This design comes from an exercise in tuning for small area, a short achievable clock period and few clock cycles per item on the open sky130 flow, not from production work. The RTL was checked by simulation tests, not by an equivalence proof against the original design. Power is estimated from default activity; no workload was simulated.

the reference run:
==> flow/design.v (excerpt) <==
module acq_core (
    input             clk,
    input             rst,           
    input             cmd_valid,
    output            cmd_ready,
    input      [31:0] cmd_data,
    output reg        done,
    output reg        rpt_valid,
    output     [15:0] rpt_loc,
    output     [3:0]  rpt_kind,
    output     [15:0] rpt_extra,
    output     [3:0]  res_kind,
    output     [15:0] res_loc,
    output     [15:0] res_extra,
    output reg [7:0]  res_value,
    output     [71:0] buf_bytes,
    output reg        td_c_sign,
    output     [7:0]  td_c_whole,
    output reg [3:0]  td_c_frac,
    output reg        td_f_sign,
    output reg [7:0]  td_f_whole,
    output reg [3:0]  td_f_frac,
    output reg        log_verbose
);
    localparam [7:0] OP_BUF_LOAD     = 8'h01;
    localparam [7:0] OP_CRC_COMPUTE  = 8'h02;
    localparam [7:0] OP_CRC_VALIDATE = 8'h03;
    localparam [7:0] OP_SET_LOGGING  = 8'h04;
    localparam [7:0] OP_TD_DECODE    = 8'h20;
    localparam [7:0] OP_TD_C_TO_F    = 8'h21;
    localparam [3:0] K_NONE         = 4'd0;
    localparam [3:0] K_CHECKSUM     = 4'd7;
    localparam [3:0] K_RES_MISMATCH = 4'd8;
    localparam [3:0] K_SP_CORRUPT   = 4'd9;
    localparam [3:0] K_ILLEGAL      = 4'd11;
    localparam [3:0] R_NONE = 4'b0000;
  ...
For scale: ~1,100 cells after synthesis, about 170 flip-flops, roughly 220 I/O pins, ~11,000 um2 of cells after synthesis.
export LEC_CHECK = 0
export CAP_MARGIN = 20
export CORE_MARGIN = 2
export CORE_UTILIZATION = 70
export CTS_BUF_LIST = sky130_fd_sc_hd__clkbuf_8 sky130_fd_sc_hd__clkbuf_16
export SLEW_MARGIN = 20
create_clock -name core_clock -period 15.0 [get_ports {clk}]
standard.sh (not shown) runs the stock make flow with config.mk's settings and CLKGATE_MAP_FILE= SYNTH_SCRIPT=/design/flow/synth_recipe.tcl, a recipe that flattens the netlist after the stock synthesis.
==> flow/flow/run.sh <==
#!/bin/bash
# The standard layout, with two changes to how it is made:
# - the port buffers are the smallest buffer cell instead of the delay buffer
#   ORFS picks by default;
# - timing repair works towards a setup slack of 9.8 ns at the 15 ns clock,
#   so that it also sizes the paths that already meet 15 ns.
set -euo pipefail
export BUFFER_PORTS_ARGS="-buffer_cell sky130_fd_sc_hd__buf_1"
export SETUP_SLACK_MARGIN=9.8
bash standard.sh > standard.log 2>&1
Testbench counts of the reference run, summed over its fixed seeds: cycles 4,583, commands 4,434.
What the trial run does differently from the reference run at the input level:
-- flow/design.v --
<<< the reference run, line 43
    localparam [2:0] S_CRCW = 3'd2;      
    localparam [2:0] S_FAHR = 3'd3;      
    reg [2:0]  state;
    reg [3:0]  rk;            
>>> the trial run, line 43
    localparam [2:0] S_CRCW = 3'd2;      
    localparam [2:0] S_FAHR = 3'd3;      
    localparam [2:0] S_CLD  = 3'd4;      
    reg [2:0]  state;
    reg [3:0]  rk;            
<<< the reference run, line 162
    reg [3:0]  cel_f;
    reg        cel_ok;        
    wire       cel_ld  = cmd_valid && (i_op == OP_TD_C_TO_F);    
    wire [6:0] cel_win = cel_ld ? i_a[6:0] : dec_whole;
    wire [7:0] cel_ab  = div5(cel_win);
    wire       cel_sin = cel_ld ? i_g : dec_sign;
    wire [3:0] cel_fin = cel_ld ? i_b[3:0] : dec_frac;
    wire       fs      = cel_s;
    wire [3:0] ff      = cel_f;
>>> the trial run, line 163
    reg [3:0]  cel_f;
    reg        cel_ok;        
    wire       cel_ld  = (state == S_CLD);    
    wire [6:0] cel_win = cel_ld ? c_a : dec_whole;
    wire [7:0] cel_ab  = div5(cel_win);
    wire       cel_sin = cel_ld ? c_lo[0] : dec_sign;
    wire [3:0] cel_fin = cel_ld ? c_lo[11:8] : dec_frac;
    wire       fs      = cel_s;
    wire [3:0] ff      = cel_f;
<<< the reference run, line 305
                            end
                            if (ok_c2f)
                                state <= S_FAHR;
                        end
                    end
                end
                S_REC2: begin
>>> the trial run, line 306
                            end
                            if (ok_c2f)
                                state <= S_CLD;
                        end
                    end
                end
                S_CLD: begin
                    state <= S_FAHR;
                end
                S_REC2: begin
==> summary.txt <==
- In the tables for the reference run and the trial run, proportion of total power due to net switching reads lower with the reference run.
- The trial run vs the reference run: synthesized instance count down
- Average instance area after synthesis: higher on the reference run
- Summary: top achievable clock speed, the trial run worse than the reference run
- On critical path depth: between the reference run and the trial run, it ends up lower for the reference run.
- The sequential share of cell area of the trial run is higher than that of the reference run.
- The trial run: routed length on met1 lower than the reference run
- The reference run -> the trial run: die span in y decreased slightly
Testbench counts of the trial run, summed over its fixed seeds: cycles 4,631, commands 4,434.

== the previous run ==
Starting RTL as in the previous note.
Settings: LEC_CHECK=0, CAP_MARGIN=20, CORE_MARGIN=2, CORE_UTILIZATION=65, CTS_BUF_LIST=sky130_fd_sc_hd__clkbuf_8 sky130_fd_sc_hd__clkbuf_16, SLEW_MARGIN=20; clock period 15.0 ns.
Scripts as last shown in full above: flow/flow/run.sh
Testbench counts of the previous run, summed over its fixed seeds: cycles 4,583, commands 4,434.
Input-level comparison between the current run and the previous run:
-- flow/design.v --
<<< the previous run, line 43
    localparam [2:0] S_CRCW = 3'd2;      
    localparam [2:0] S_FAHR = 3'd3;      
    reg [2:0]  state;
    reg [3:0]  rk;            
>>> the current run, line 43
    localparam [2:0] S_CRCW = 3'd2;      
    localparam [2:0] S_FAHR = 3'd3;      
    localparam [2:0] S_CLD  = 3'd4;      
    reg [2:0]  state;
    reg [3:0]  rk;            
<<< the previous run, line 162
    reg [3:0]  cel_f;
    reg        cel_ok;        
    wire       cel_ld  = cmd_valid && (i_op == OP_TD_C_TO_F);    
    wire [6:0] cel_win = cel_ld ? i_a[6:0] : dec_whole;
    wire [7:0] cel_ab  = div5(cel_win);
    wire       cel_sin = cel_ld ? i_g : dec_sign;
    wire [3:0] cel_fin = cel_ld ? i_b[3:0] : dec_frac;
    wire       fs      = cel_s;
    wire [3:0] ff      = cel_f;
>>> the current run, line 163
    reg [3:0]  cel_f;
    reg        cel_ok;        
    wire       cel_ld  = (state == S_CLD);    
    wire [6:0] cel_win = cel_ld ? c_a : dec_whole;
    wire [7:0] cel_ab  = div5(cel_win);
    wire       cel_sin = cel_ld ? c_lo[0] : dec_sign;
    wire [3:0] cel_fin = cel_ld ? c_lo[11:8] : dec_frac;
    wire       fs      = cel_s;
    wire [3:0] ff      = cel_f;
<<< the previous run, line 305
                            end
                            if (ok_c2f)
                                state <= S_FAHR;
                        end
                    end
                end
                S_REC2: begin
>>> the current run, line 306
                            end
                            if (ok_c2f)
                                state <= S_CLD;
                        end
                    end
                end
                S_CLD: begin
                    state <= S_FAHR;
                end
                S_REC2: begin
Results
On period utilization, the previous run tracks the current run almost exactly. The previous run reports its end of the critical path as rpt_extra[9] while the current run reports rpt_extra[5]. Number of flops mapped to enable cells by yosys: the current run vs the previous run up about 2.8%. The current run: flow completed, timing, DRC and antenna clean. Relative to the previous run, the sum of routed wire segments on met1 measured on the current run has decreased by a few percent. Re switching power of the nets: the current run is 36% up on the previous run. Diff the previous run -> the current run: post-route standard cell area excluding fillers held steady, setup slack saw a decrease, final sequential cell count has increased, power share of the clock group now smaller. Diff the previous run -> the current run: sequential share of layout area climbed 0.66 points; die area now smaller.
Testbench counts of the current run, summed over its fixed seeds: cycles 4,631, commands 4,434.

==> separate check: timing with driven ports <==
The results above use ideal ports. As a check the final layouts listed here were re-extracted and re-timed, cells and wires unchanged.
Step 1 assumes that a clkbuf_16 drives the clock port and a buf_2 every other input.
Step 2, shift: input delay + t, output delay - t, t = (earliest + latest rising clock arrival at the registers) / 2. This alone moves slack from input paths to output paths.
Slacks: no drivers / after step 1 / after step 2; pairs: no drivers / after step 1.
| run | shift t [ns] | setup WS [ns] | hold slack, ns | worst setup path at the end | worst slew at a driven data input, ns |
|---|---|---|---|---|---|
| the reference run | 0.485 | 9.728 / 9.681 / 9.345 | 0.479 / 0.479 / 0.479 | input to register | 0.06 |
| the trial run | 0.488 | 9.705 / 9.700 / 9.212 | 0.478 / 0.478 / 0.478 | input to register | 0.07 |
| the previous run | 0.481 | 9.874 / 9.827 / 9.399 | 0.496 / 0.496 / 0.496 | input to register | 0.07 |
| the current run | 0.482 | 9.860 / 9.814 / 9.395 | 0.493 / 0.493 / 0.493 | input to register | 0.08 |
After both steps every run listed still meets setup and hold. The setup slack of the trial run, which loses most, moves by -0.005 ns with the drivers and by -0.493 ns with both steps.
